What follows belongs to an exercise in optimizing a design on an open flow for a short achievable clock period and few clock cycles; a production flow would make more cautious choices.
Only simulation tests tie the RTL to the original design; equivalence was not proved.
No activity file was given, so power comes from the tool's default toggle rates.

==> design/flow/design.v <==
module tcpu_core (
    input  wire       clk,
    input  wire       rst,
    input  wire       start,
    input  wire [15:0] budget,
    output reg        mem_req,
    output reg        mem_we,
    output reg  [7:0] mem_addr,
    output reg  [7:0] mem_wdata,
    input  wire       mem_ready,
    input  wire [7:0] mem_rdata,
    output reg        tty_valid,
    output reg  [7:0] tty_data,
    output reg  [2:0] status,
    output reg  [7:0] acc,
    output reg  [7:0] pc,
    output reg  [7:0] ir,
    output reg        cf,
    output wire       zf
);
    localparam [2:0] ST_READY   = 3'd0,
                     ST_RUNNING = 3'd1,
                     ST_HALTED  = 3'd2,
                     ST_BUDGET  = 3'd3,
                     ST_DECODE  = 3'd4,
                     ST_UNIMPL  = 3'd5;
    localparam [3:0] S_IDLE  = 4'd0,
                     S_FT    = 4'd1,    
                     S_RF    = 4'd2,    
                     S_RFN   = 4'd3,    
                     S_DEC   = 4'd4,    
                     S_X1    = 4'd5,
                     S_X2    = 4'd6,
                     S_X3    = 4'd7,
                     S_X4    = 4'd8,
                     S_SPR   = 4'd9,    
                     S_SPR2  = 4'd10,   
                     S_FLUSH1= 4'd11,   
                     S_FLUSH = 4'd12;   
    localparam [7:0] OP_LDI  = 8'h00, OP_LDR  = 8'h01, OP_LDRI = 8'h02,
                     OP_ADDI = 8'h03, OP_ADDR = 8'h04, OP_SUBI = 8'h05,
                     OP_SUBR = 8'h06, OP_STR  = 8'h07, OP_STRI = 8'h08,
                     OP_JMP  = 8'h09, OP_JEQ  = 8'h0A, OP_JCS  = 8'h0B,
                     OP_JMPI = 8'h0C, OP_JEQI = 8'h0D, OP_TTYI = 8'h0E,
                     OP_TTYO = 8'h0F, OP_HALT = 8'h10, OP_ROL  = 8'h11,
                     OP_INXR = 8'h12, OP_DEXR = 8'h13, OP_ASL  = 8'h14,
                     OP_NANDI= 8'h15, OP_NANDR= 8'h16, OP_NOP  = 8'h17,
                     OP_AINC = 8'h18, OP_ADEC = 8'h19, OP_RINC = 8'h1A,
                     OP_RDEC = 8'h1B, OP_RSP  = 8'h1C, OP_PHA  = 8'h1D,
                     OP_PLA  = 8'h1E, OP_JSR  = 8'h1F, OP_RTS  = 8'h20,
                     OP_LDSA = 8'h21, OP_STSA = 8'h22, OP_SINC = 8'h23,
                     OP_PHI  = 8'h24;
    reg [3:0]  state;
    reg [2:0]  pst;         
    reg [7:0]  b1;          
    reg [7:0]  b2;          
    reg [7:0]  w;           
    reg [7:0]  nxt;         
    reg [7:0]  hb1;         
    reg        b1h;         
    reg        fN, fN1, fFF;  
    reg [7:0]  spc;         
    reg        spv;         
    reg        spd;         
    reg        bud_en;      
    reg [14:0] bud_cnt;     
    reg [7:0]  alt;         
    reg        use_alt;
    assign zf = (acc == 8'h00);
    wire [7:0] rd  = use_alt ? alt : mem_rdata;
    wire [7:0] b1v = b1h ? hb1 : rd;
    wire       en  = mem_ready | ~mem_req;
    wire       bud_zero = bud_en && (bud_cnt == 15'd0);
    wire       is_sub  = (ir == OP_SUBI) || (ir == OP_SUBR);
    wire       fast    = !b1h && !use_alt;           
    wire [7:0] slow    = b1h ? hb1 : alt;
    wire [7:0] accx    = is_sub ? ~acc : acc;
    wire [8:0] sum_f   = {1'b0, accx} + {1'b0, mem_rdata};
    wire [8:0] sum_s   = {1'b0, accx} + {1'b0, slow};
    wire [8:0] sum_r   = fast ? sum_f : sum_s;
    wire       alu_c   = is_sub ? ~sum_r[8] : sum_r[8];
    localparam [2:0] K_LOAD = 3'd0, K_NAND = 3'd1, K_SUM = 3'd2, K_INC = 3'd3,
                     K_DEC = 3'd4, K_WSUM = 3'd5;
    function [7:0] late_val(input [7:0] x, input [8:0] sum, input [2:0] k,
                            input [7:0] a, input sub, input [7:0] b);
        case (k)
            K_LOAD:  late_val = x;
            K_NAND:  late_val = ~(a & x);
            K_SUM:   late_val = sub ? ~sum[7:0] : sum[7:0];
            K_INC:   late_val = x + 8'd1;
            K_DEC:   late_val = x - 8'd1;
            default: late_val = x + b;    
        endcase
    endfunction
    wire [7:0] spc_inc = spc + 8'd1;
    wire [7:0] spc_dec = spc - 8'd1;
    wire [7:0] spc_2   = spc + 8'd2;
    wire [7:0] pc_inc  = pc + 8'd1;
    wire [7:0] pc_2    = pc + 8'd2;
    wire [7:0] pc_3    = pc + 8'd3;
    function needs_sp(input [7:0] op);
        needs_sp = (op == OP_PHA) || (op == OP_PHI) || (op == OP_JSR) || (op == OP_RTS) ||
                   (op == OP_PLA) || (op == OP_LDSA) || (op == OP_STSA) || (op == OP_SINC);
    endfunction
    reg [3:0]  n_state;
    reg [2:0]  n_status, n_pst;
    reg [7:0]  n_pc, n_ir, n_b1, n_b2, n_w, n_nxt, n_hb1;
    reg        n_b1h, n_fN, n_fN1, n_fFF;
    reg        n_cf, n_wa;
    reg [7:0]  n_a;
    reg        n_tty;
    reg [7:0]  n_spc;
    reg        n_spv, n_spd;
    reg        su;          
    reg [7:0]  su_val;
    reg        b_req, b_we;
    reg [7:0]  b_addr, b_wdata;
    reg        a_late;      
    reg        w_late;      
    reg [2:0]  w_kind;
    reg        n_late;      
    reg [2:0]  a_kind;
    reg        done;
    reg [7:0]  end_pc;
    reg        hand;        
    reg [7:0]  hop;
    reg        hb1_new;     
    reg        stop;
    reg [2:0]  stop_status;
    always @* begin
        n_state   = state;
        n_status  = status;
        n_pst     = pst;
        n_pc      = pc;
        n_ir      = ir;
        n_b1      = b1;
        n_b2      = b2;
        n_w       = w;
        n_nxt     = nxt;
        n_hb1     = hb1;
        n_b1h     = 1'b0;
        n_fN      = fN;
        n_fN1     = fN1;
        n_fFF     = fFF;
        n_wa      = 1'b0;
        n_a       = b1v;
        n_cf      = cf;
        n_tty     = 1'b0;
        su        = 1'b0;
        su_val    = spc;
        b_req     = 1'b0;
        b_we      = 1'b0;
        a_late    = 1'b0;
        w_late    = 1'b0;
        w_kind    = K_LOAD;
        n_late    = 1'b0;
        a_kind    = K_LOAD;
        b_addr    = pc_inc;
        b_wdata   = acc;
        done      = 1'b0;
        end_pc    = pc;
        hand      = 1'b0;
        hop       = rd;
        hb1_new   = 1'b0;
        stop      = 1'b0;
        stop_status = ST_DECODE;
        case (state)
            S_IDLE: begin
                if (status == ST_READY) begin
                    b_req = 1'b1; b_addr = 8'h00;
                    if (start) begin
                        n_status = ST_RUNNING;
                        n_pc     = 8'h00;
                        if (mem_req && mem_ready) begin
                            b_addr = 8'h01; n_state = S_RF;
                        end else begin
                            n_state = S_FT;
                        end
                    end
                end
            end
            S_FT: begin
                b_req = 1'b1; b_addr = pc_inc;
                n_state = S_RF;
            end
            S_RF: begin
                hand = 1'b1; hop = rd;
            end
            S_RFN: begin
                hand = 1'b1; hop = nxt;
            end
            S_SPR: begin         
                n_b1h = 1'b1;
                n_state = S_SPR2;
            end
            S_SPR2: begin        
                n_b1h = 1'b1;
                b_req = 1'b1; b_addr = pc_inc;
                n_state = S_DEC;
            end
            S_FLUSH1: begin
                b_req = 1'b1; b_we = 1'b1; b_addr = 8'hFF; b_wdata = spc;
                n_state = S_FLUSH;
            end
            S_FLUSH: begin
                n_status = pst; n_state = S_IDLE;
            end
            default: begin
                if (state == S_DEC && needs_sp(ir) && !spv) begin
                    n_hb1 = b1v; n_b1h = 1'b1;
                    b_req = 1'b1; b_addr = 8'hFF;
                    n_state = S_SPR;
                end else
                case (ir)
                    OP_LDI, OP_ADDI, OP_SUBI, OP_NANDI, OP_ASL: begin
                        n_wa = 1'b1;
                        case (ir)
                            OP_LDI:   begin n_late = 1'b1; a_kind = K_LOAD; end
                            OP_NANDI: begin n_late = 1'b1; a_kind = K_NAND; end
                            OP_ASL:   n_a = {acc[6:0], acc[7]};
                            default:  begin n_late = 1'b1; a_kind = K_SUM; n_cf = alu_c; end
                        endcase
                        done = 1'b1; end_pc = pc_inc;
                        n_pc = pc_inc; b_req = 1'b1; b_addr = pc_2; n_state = S_RF;
                    end
                    OP_TTYO, OP_ROL, OP_NOP, OP_AINC, OP_ADEC, OP_RSP: begin
                        case (ir)
                            OP_TTYO: n_tty = 1'b1;
                            OP_ROL:  begin n_wa = 1'b1; n_a = {acc[6:0], 1'b0}; end
                            OP_AINC: begin n_wa = 1'b1; n_a = acc + 8'd1; end
                            OP_ADEC: begin n_wa = 1'b1; n_a = acc - 8'd1; end
                            OP_RSP:  begin su = 1'b1; su_val = 8'hFE; end
                            default: ;
                        endcase
                        done = 1'b1; end_pc = pc;
                        hand = 1'b1;
                        hop = (ir == OP_RSP && pc == 8'hFF) ? 8'hFE : b1v;
                    end
                    OP_LDR, OP_ADDR, OP_SUBR, OP_NANDR: begin
                        case (state)
                            S_DEC: begin     
                                b_req = 1'b1; a_late = 1'b1;
                                n_pc = pc_inc; n_state = S_X1;
                            end
                            S_X1: begin      
                                n_nxt = rd;
                                b_req = 1'b1; b_addr = pc_inc;
                                n_state = S_X2;
                            end
                            default: begin   
                                n_wa = 1'b1;
                                case (ir)
                                    OP_LDR:   begin n_late = 1'b1; a_kind = K_LOAD; end
                                    OP_NANDR: begin n_late = 1'b1; a_kind = K_NAND; end
                                    default:  begin n_late = 1'b1; a_kind = K_SUM; n_cf = alu_c; end
                                endcase
                                done = 1'b1; end_pc = pc;
                                hand = 1'b1; hop = nxt;
                            end
                        endcase
                    end
                    OP_LDRI: begin
                        case (state)
                            S_DEC: begin     
                                b_req = 1'b1; a_late = 1'b1;
                                n_pc = pc_inc; n_state = S_X1;
                            end
                            S_X1: begin      
                                n_nxt = rd; n_state = S_X2;
                            end
                            S_X2: begin      
                                b_req = 1'b1; a_late = 1'b1; n_state = S_X3;
                            end
                            S_X3: begin      
                                b_req = 1'b1; b_addr = pc_inc; n_state = S_X4;
                            end
                            default: begin   
                                n_wa = 1'b1; n_late = 1'b1; a_kind = K_LOAD;
                                done = 1'b1; end_pc = pc;
                                hand = 1'b1; hop = nxt;
                            end
                        endcase
                    end
                    OP_STR: begin
                        if (state == S_DEC) begin    
                            n_b1 = b1v;
                            b_req = 1'b1; b_we = 1'b1; a_late = 1'b1; b_wdata = acc;
                            n_pc = pc_inc; n_state = S_X1;
                        end else begin               
                            n_nxt = (b1 == pc) ? acc : rd;
                            done = 1'b1; end_pc = pc;
                            b_req = 1'b1; b_addr = pc_inc; n_state = S_RFN;
                        end
                    end
                    OP_STRI: begin
                        case (state)
                            S_DEC: begin     
                                b_req = 1'b1; a_late = 1'b1;
                                n_pc = pc_2; n_state = S_X1;
                            end
                            S_X1: begin      
                                b_req = 1'b1; b_addr = pc; n_state = S_X2;
                            end
                            S_X2: begin      
                                n_fN = (rd == pc);
                                b_req = 1'b1; b_we = 1'b1; a_late = 1'b1; b_wdata = acc;
                                n_state = S_X3;
                            end
                            default: begin   
                                n_nxt = fN ? acc : rd;
                                done = 1'b1; end_pc = pc;
                                b_req = 1'b1; b_addr = pc_inc; n_state = S_RFN;
                            end
                        endcase
                    end
                    OP_JMP, OP_JEQ, OP_JCS: begin
                        done = 1'b1;
                        if (ir == OP_JMP || (ir == OP_JEQ && zf) || (ir == OP_JCS && cf)) begin
                            end_pc = b1v; n_pc = b1v;
                            b_req = 1'b1; a_late = 1'b1; n_state = S_FT;
                        end else begin
                            end_pc = pc_inc; n_pc = pc_inc;
                            b_req = 1'b1; b_addr = pc_2; n_state = S_RF;
                        end
                    end
                    OP_JMPI, OP_JEQI: begin
                        case (state)
                            S_DEC: begin     
                                if (ir == OP_JEQI && !zf) begin
                                    done = 1'b1; end_pc = pc_2; n_pc = pc_2;
                                    b_req = 1'b1; b_addr = pc_2; n_state = S_FT;
                                end else begin
                                    b_req = 1'b1; a_late = 1'b1; n_state = S_X1;
                                end
                            end
                            S_X1: begin      
                                n_state = S_X2;
                            end
                            default: begin   
                                done = 1'b1; end_pc = rd; n_pc = rd;
                                b_req = 1'b1; a_late = 1'b1; n_state = S_FT;
                            end
                        endcase
                    end
                    OP_INXR, OP_DEXR: begin
                        case (state)
                            S_DEC: begin     
                                n_b1 = b1v;
                                b_req = 1'b1; a_late = 1'b1; n_state = S_X1;
                            end
                            S_X1: begin      
                                n_b2 = (ir == OP_DEXR) ? 8'd0 - rd : rd;
                                b_req = 1'b1; b_addr = pc_2;
                                n_pc = pc_2; n_state = S_X2;
                            end
                            S_X2: begin      
                                n_fN = (b1 == pc);
                                w_late = 1'b1; w_kind = K_WSUM;
                                b_req = 1'b1; b_we = 1'b1; b_addr = b1;
                                n_state = S_X3;
                            end
                            default: begin   
                                n_nxt = fN ? w : rd;
                                done = 1'b1; end_pc = pc;
                                b_req = 1'b1; b_addr = pc_inc; n_state = S_RFN;
                            end
                        endcase
                    end
                    OP_RINC, OP_RDEC: begin
                        case (state)
                            S_DEC: begin     
                                n_b1 = b1v;
                                b_req = 1'b1; a_late = 1'b1;
                                n_pc = pc_inc; n_state = S_X1;
                            end
                            S_X1: begin      
                                n_nxt = rd;
                                n_fN = (b1 == pc); n_fN1 = (b1 == pc_inc);
                                b_req = 1'b1; b_addr = pc_inc; n_state = S_X2;
                            end
                            S_X2: begin      
                                n_wa = 1'b1; n_late = 1'b1; a_kind = (ir == OP_RINC) ? K_INC : K_DEC;
                                w_late = 1'b1; w_kind = a_kind;
                                b_req = 1'b1; b_we = 1'b1; b_addr = b1;
                                n_state = S_X3;
                            end
                            default: begin   
                                done = 1'b1; end_pc = pc;
                                hand = 1'b1; hop = fN ? w : nxt;
                                n_hb1 = fN1 ? w : rd; hb1_new = 1'b1;
                            end
                        endcase
                    end
                    OP_PHA, OP_PHI, OP_STSA: begin
                        if (state == S_DEC) begin    
                            b_req = 1'b1; b_we = 1'b1;
                            b_addr  = (ir == OP_STSA) ? spc_2 : spc;
                            w_late = (ir == OP_PHI); w_kind = K_LOAD;
                            n_fN  = ((ir == OP_STSA) ? spc_2 : spc) == pc_inc;
                            n_fFF = (ir != OP_STSA) && (pc_inc == 8'hFF);
                            n_pc = pc_inc; n_state = S_X1;
                        end else begin               
                            if (ir != OP_STSA) begin su = 1'b1; su_val = spc_dec; end
                            n_nxt = fFF ? spc_dec : (fN ? mem_wdata : rd);
                            done = 1'b1; end_pc = pc;
                            b_req = 1'b1; b_addr = pc_inc; n_state = S_RFN;
                        end
                    end
                    OP_JSR: begin
                        if (state == S_DEC) begin    
                            b_req = 1'b1; b_we = 1'b1; b_addr = spc; w_late = 1'b1; w_kind = K_LOAD;
                            n_state = S_X1;
                        end else begin               
                            su = 1'b1; su_val = spc_dec;
                            done = 1'b1; end_pc = rd; n_pc = rd;
                            b_req = 1'b1; a_late = 1'b1; n_state = S_FT;
                        end
                    end
                    OP_RTS: begin
                        if (state == S_DEC) begin    
                            su = 1'b1; su_val = spc_inc;
                            b_req = 1'b1; b_addr = spc_inc;
                            n_state = S_X1;
                        end else if (state == S_X1) begin    
                            n_state = S_X2;
                        end else begin               
                            done = 1'b1; end_pc = rd; n_pc = rd;
                            b_req = 1'b1; a_late = 1'b1; n_state = S_FT;
                        end
                    end
                    OP_PLA, OP_LDSA: begin
                        if (state == S_DEC) begin    
                            if (ir == OP_PLA) begin
                                su = 1'b1; su_val = spc_inc;
                                n_nxt = (pc == 8'hFF) ? spc_inc : b1v;
                                b_addr = spc_inc;
                            end else begin
                                n_nxt = b1v;
                                b_addr = spc_2;
                            end
                            b_req = 1'b1; n_state = S_X1;
                        end else if (state == S_X1) begin    
                            n_hb1 = rd;
                            n_state = S_X2;
                        end else begin               
                            n_wa = 1'b1; n_late = 1'b1; a_kind = K_LOAD;
                            done = 1'b1; end_pc = pc;
                            hand = 1'b1; hop = nxt; hb1_new = 1'b1;
                        end
                    end
                    OP_SINC: begin
                        su = 1'b1; su_val = spc_inc;
                        done = 1'b1; end_pc = pc_inc;
                        n_pc = pc_inc; b_req = 1'b1; b_addr = pc_2; n_state = S_RF;
                    end
                    OP_HALT: begin
                        stop = 1'b1; stop_status = ST_HALTED;
                    end
                    OP_TTYI: begin
                        stop = 1'b1; stop_status = ST_UNIMPL;
                    end
                    default: begin
                        stop = 1'b1; stop_status = ST_DECODE;
                    end
                endcase
                if (stop && spd) begin
                    b_req = 1'b1; b_we = 1'b1; b_addr = 8'hFF; b_wdata = spc;
                end
            end
        endcase
        if (state == S_SPR2) begin
            n_spc = rd; n_spv = 1'b1; n_spd = 1'b0;
        end else if (su) begin
            n_spc = su_val; n_spv = 1'b1; n_spd = 1'b1;
        end else if (mem_req && mem_we && mem_addr == 8'hFF) begin
            n_spc = mem_wdata; n_spv = 1'b1; n_spd = 1'b0;
        end else begin
            n_spc = spc; n_spv = spv; n_spd = spd;
        end
        if (hand) begin
            b_req = 1'b1; b_addr = pc_2;
            if (!(done && bud_zero)) begin
                n_ir  = hop;
                n_pc  = pc_inc;
                n_b1h = hb1_new;
                n_state = S_DEC;
            end
        end
        if (stop) begin
            if (spd) begin
                n_pst = stop_status; n_state = S_FLUSH;
            end else begin
                n_status = stop_status; n_state = S_IDLE;
            end
        end else if (done && bud_zero) begin
            n_pc = end_pc;
            n_b1h = 1'b0;
            if (n_spd) begin
                n_pst = ST_BUDGET; n_state = S_FLUSH1;
            end else begin
                n_status = ST_BUDGET; n_state = S_IDLE;
            end
        end
    end
    wire [7:0] lv_f_a = late_val(mem_rdata, sum_f, a_kind, acc, is_sub, b2);
    wire [7:0] lv_s_a = late_val(slow,      sum_s, a_kind, acc, is_sub, b2);
    wire [7:0] lv_f_w = late_val(mem_rdata, sum_f, w_kind, acc, is_sub, b2);
    wire [7:0] lv_s_w = late_val(slow,      sum_s, w_kind, acc, is_sub, b2);
    wire [7:0] f_a     = (n_late && fast) ? lv_f_a : (n_late ? lv_s_a : n_a);
    wire [7:0] f_wdata = (w_late && fast) ? lv_f_w : (w_late ? lv_s_w : b_wdata);
    wire [7:0] f_addr  = (a_late && fast) ? mem_rdata : (a_late ? slow : b_addr);
    always @(posedge clk) begin
        tty_valid <= 1'b0;
        if (rst) begin
            state     <= S_IDLE;
            status    <= ST_READY;
            acc       <= 8'h00;
            pc        <= 8'h00;
            ir        <= 8'h00;
            cf        <= 1'b0;
            use_alt   <= 1'b0;
            spv       <= 1'b0;
            spd       <= 1'b0;
            b1h       <= 1'b0;
            bud_en    <= 1'b0;
            bud_cnt   <= 15'd0;
            mem_req   <= 1'b0;
        end else if (!en && state != S_IDLE) begin
            if (!use_alt) begin
                alt     <= mem_rdata;
                use_alt <= 1'b1;
            end
        end else begin
            use_alt   <= mem_req && !mem_we && (mem_addr == 8'hFF) && n_spv && (state != S_SPR) &&
                         (state != S_IDLE);
            alt       <= n_spc;
            state     <= n_state;
            status    <= n_status;
            pst       <= n_pst;
            pc        <= n_pc;
            ir        <= n_ir;
            b1        <= n_b1;
            b2        <= n_b2;
            nxt       <= n_nxt;
            hb1       <= n_hb1;
            b1h       <= n_b1h;
            fN        <= n_fN;
            fN1       <= n_fN1;
            fFF       <= n_fFF;
            cf        <= n_cf;
            spc       <= n_spc;
            spv       <= n_spv;
            spd       <= n_spd;
            mem_req   <= b_req;
            mem_we    <= b_we;
            mem_addr  <= f_addr;
            mem_wdata <= f_wdata;
            if (n_wa) acc <= f_a;
            if (w_late) w <= f_wdata;
            if (n_tty) begin
                tty_valid <= 1'b1;
                tty_data  <= acc;
            end
            if (state == S_IDLE && n_status == ST_RUNNING) begin
                bud_en  <= (budget != 16'd0) && !budget[15];
                bud_cnt <= budget[14:0];
            end else if (done && !bud_zero && bud_en) begin
                bud_cnt <= bud_cnt - 15'd1;
            end
        end
    end
endmodule
==> design/flow/run.sh <==
#!/bin/bash
# synth_recipe.tcl (not shown) runs the flow's synth.tcl, then flattens the netlist and writes it again
# the make line also repeats each setting of config.mk as NAME=value (left out here)
make -C /OpenROAD-flow-scripts/flow DESIGN_CONFIG=/design/flow/config.mk WORK_HOME=/design/flow/orfs CLKGATE_MAP_FILE= SYNTH_SCRIPT=/design/flow/synth_recipe.tcl finish
==> design/flow/config.mk <==
export PLATFORM = sky130hd
export DESIGN_NAME = tcpu_core
export DESIGN_NICKNAME = tcpu_core
export VERILOG_FILES = /design/flow/design.v
export SDC_FILE = /design/flow/constraint.sdc
export NUM_CORES = 4
export LEC_CHECK = 0
export CAP_MARGIN = 20
export CORE_MARGIN = 2
export CORE_UTILIZATION = 25
export SETUP_SLACK_MARGIN = 3.5
export SLEW_MARGIN = 20
==> design/flow/constraint.sdc <==
create_clock -name core_clock -period 6.0 [get_ports {clk}]
set_input_delay 1.2000 -clock core_clock [delete_from_list [all_inputs] [get_ports {clk}]]
set_output_delay 1.2000 -clock core_clock [all_outputs]
set_load 0.01 [all_outputs]
==> notes.md <==
layer usage:
metal  GRT usage  vias up  part of all wire
met4       0.214        8             0.096
met2       0.445     2205              0.41
li1            -     9798                 -
met1       0.364    11300              0.35
met5     0.00554        -           0.00090
met3       0.113      739              0.15
sequential cells by signal, summed over array words and instances, names as in the netlist, 3 cells and up:
name,cells
acc,8
nxt,8
ir,8
alt,8
tty_data,8
mem_wdata,8
pst,3
b1,8
state,4
b2,8
status,3
mem_addr,8
pc,8
bud_cnt,15
w,8
spc,8
hb1,8
worst paths after layout:
| path | slack [ns] | startpoint | end | depth (start not counted) |
|---|---|---|---|---|
| min | 0.49 | bud_cnt[12] | bud_cnt[12] | 2 |
| max | 2.46 | acc[0] | ir[6] | 13 |
| min reg2reg | 0.49 | bud_cnt[12] | bud_cnt[12] | 2 |
| max reg2reg | 2.46 | acc[0] | ir[6] | 13 |
where the power goes:
part,switching (uW),internal (uW)
logic,5520,3920
registers,268,1290
clock network,566,590
total,6360,5790
critical path: cells and delay by family (launching register included):
kind                   cells  cell delay, ns
AO/OA/AOI/OAI              4            0.94
buffers and inverters      4            0.53
AND/OR/NAND/NOR            5            1.54
flip-flops                 1            0.36
metrics by stage:
step           cell area, um2  hold WS, ns  setup slack, ns  power (uW)   util
2_1_floorplan           18100        0.455             2.55        5340      -
3_3_place_gp            19600        0.472             1.27        7410  0.291
3_5_place_dp            19600        0.481             1.55        7340  0.291
4_1_cts                 25500        0.490             2.47       10600  0.380
5_1_grt                 27800        0.514             2.42       12400  0.414
6_report                27800        0.485             2.46       12200  0.414
what timing repair did:
item / CTS / global route
pin swaps: 160 / 173
resized for setup: 781 / 293
gates cloned: 10 / 0
setup buffers: 336 / 139
endpoints found under the setup margin: 259 / 208
final cells by class:
class	count	area, um2	area share
diodes	1	2.50	0.0000899
well taps	873	1090	0.0392
clock buffers	18	429	0.0154
clock inverters	14	154	0.00553
flip-flops and latches	141	3790	0.136
inverters	63	282	0.0101
multi-input cells	1916	15700	0.564
repair buffers	651	6370	0.229
cell families (layout without fill, tap and decap cells):
group | count (synthesis) | after routing | synth area share
AOI/OAI and AO/OA | 818 | 818 | 0.321
xor gates and xnor gates | 148 | 148 | 0.0760
adders and majority gates | 59 | 59 | 0.0455
buffers and inverters | 257 | 746 | 0.0601
DFF | 141 | 141 | 0.217
muxes | 79 | 79 | 0.0490
other | 0 | 1 | 0
and+or+nand+nor | 808 | 812 | 0.232
cell usage in the layout, fill, tap and decap left out, types with 18 or more instances in the layout:
cell type,synthesis,layout
mux2i_1,53,40
buf_8,0,22
buf_12,0,52
nor2_1,190,146
buf_6,3,113
a21oi_2,0,44
a21o_1,24,22
nor3_4,0,18
inv_1,60,47
o22ai_1,35,27
o21ai_1,6,32
nor3_2,2,26
a31oi_1,40,30
nand4_1,34,34
a22oi_1,40,35
o211ai_1,35,35
dlygate4sd2_1,0,20
dfxtp_1,54,20
nand2_4,0,20
o21ai_0,157,101
ha_1,54,41
xnor2_1,110,100
nand2_1,237,202
buf_4,3,386
dfxtp_4,0,23
nor3_1,91,49
nand3_1,79,54
a21oi_1,201,150
nor2_2,0,18
a211oi_1,49,30
edfxtp_1,87,87
nor2_4,0,26
nand3_2,1,19
o21ai_2,2,25
xor2_1,38,33
==> flow_metrics.tcl <==
set metrics [dict create \
    initial_core_util 0.253 \
    status "finished clean" \
    maxCapViolations 0 \
    crit_chain "buf_12 -> or4_4 -> o2111a_2 -> o22ai_4 -> o2111ai_4 -> buf_6 -> o211a_4 -> buf_6 -> buf_6 -> nor2_4 -> nand2_4 -> nor3_4 -> nor3_1" \
    via_per_inst 6.54 \
    cts-root-buf "clkbuf_16" \
    clk_latency_ns 0.51 \
    setup_violations 0 \
    syn2layout_area_growth_pct 63.3 \
    period_needed_ns 3.54 \
    synth-edff-count 87 \
    cts_hold_buf 0 \
    dp_cells 3159 \
    max_stage_delay_ns 0.57 \
    ys.flop_type "edfxtp_1" \
    critPathSlowestCell "or4_4" \
    drive_gt1_frac 0.425 \
    cpMostUsedCell "buf_6" \
    syn_inst 2310 \
    die_x_um 265 \
    overflow 0 \
    grt_use_total 0.303 \
    ys_top_cells_by_count "nand2_1, a21oi_1, nor2_1" \
    synthArstFlopShare 0 \
    hpwl_um 71700 \
    yosysMostFrequentCell "nand2_1" \
    grt_setup_unrepaired "yes" \
    leakage_uw 0.0105 \
    coreArea_um2 67300 \
    crit_arrival_ns 3.90 \
    cp-end-kind "register" \
    cts_tree "done" \
    grt_pass1_wl_um 156000 \
    syn-num-nets 2397 \
    antenna_found_initial 3 \
    first_iter_violations 3733 \
    nets 2877 \
    wl_per_cell_um 30.5 \
    drt_first_pass_iters 8 \
    vias 24100 \
    fin_skew_ns 0.0189 \
    numCtsBuffers 17 \
    period_share 0.590 \
    grt_max_degree 37 \
    crit_path_start_kind "register" \
    syn_avg_cell_area_um2 7.38 \
    peakVddDrop_mv 0.271 \
    min-delay-path-class "reg2reg" \
    tns_ns 0 \
    post_layout_nonfiller_instances 3677 \
    seq_area_frac_synth 0.217 \
    fillers 6514 \
    die_height_um 265 \
    ys_warn_count 1 \
    fmax_mhz 282 \
    cts_buffer_depth 2 \
    io_pins 84 \
    synth_area_leaders "edfxtp_1, dfxtp_1, a21oi_1" \
    num_rows 95 \
    ys_ff_latch 141 \
    tightest_slew_ns 1.06 \
    port_buffers 83 \
    routed_wl_um 112000 \
    h-tree-depth 4 \
    max-slew-margin-rel 0.286 \
    required_ns 6.36 \
    dieArea_um2 70300 \
    synth_top_area_cell "edfxtp_1" \
    crit_type "reg2reg" \
    post-synth-top-area-fraction 0.153 \
    p_per_area_nw_per_um2 437 \
    clk_pin_slew_ns 0.08 \
    syn_area_um2 17000 \
    cts_sinks 141 \
    gp_congestion 1.06 \
    cp_max_fo 5 \
    drc_errors 0 \
    ant_nets 0 \
    finalHoldViolCount 0 \
    yosysUniqueCellTypes 95 \
    grt_pass1_vias 21900 \
    slew_violations 0 \
]
Testbench counts, summed over its fixed seeds: cycles 213,210.

==> separate check: timing with driven ports <==
In the flow no input, the clock included, has a driving cell. The finished layout below was timed again as built, in two steps. Step 1, drivers: a clkbuf_16 drives clk and a buf_2 each remaining input, both assumed. Step 2 times the ports against the registers' clock, not the clock port: input delays grow and output delays shrink by t, the midpoint of the rising clock arrivals with the driver on. a / b / c = ideal / step 1 / step 2; a / b = the first two.
t, ns: 0.564
setup slack, ns: 2.459 / 2.459 / 2.329
worst hold slack (ns): 0.485 / 0.485 / 0.485
After both steps setup and hold are still met in this run. For this run, drivers alone change the setup slack by 0.000 ns; drivers and shift together by -0.130 ns.
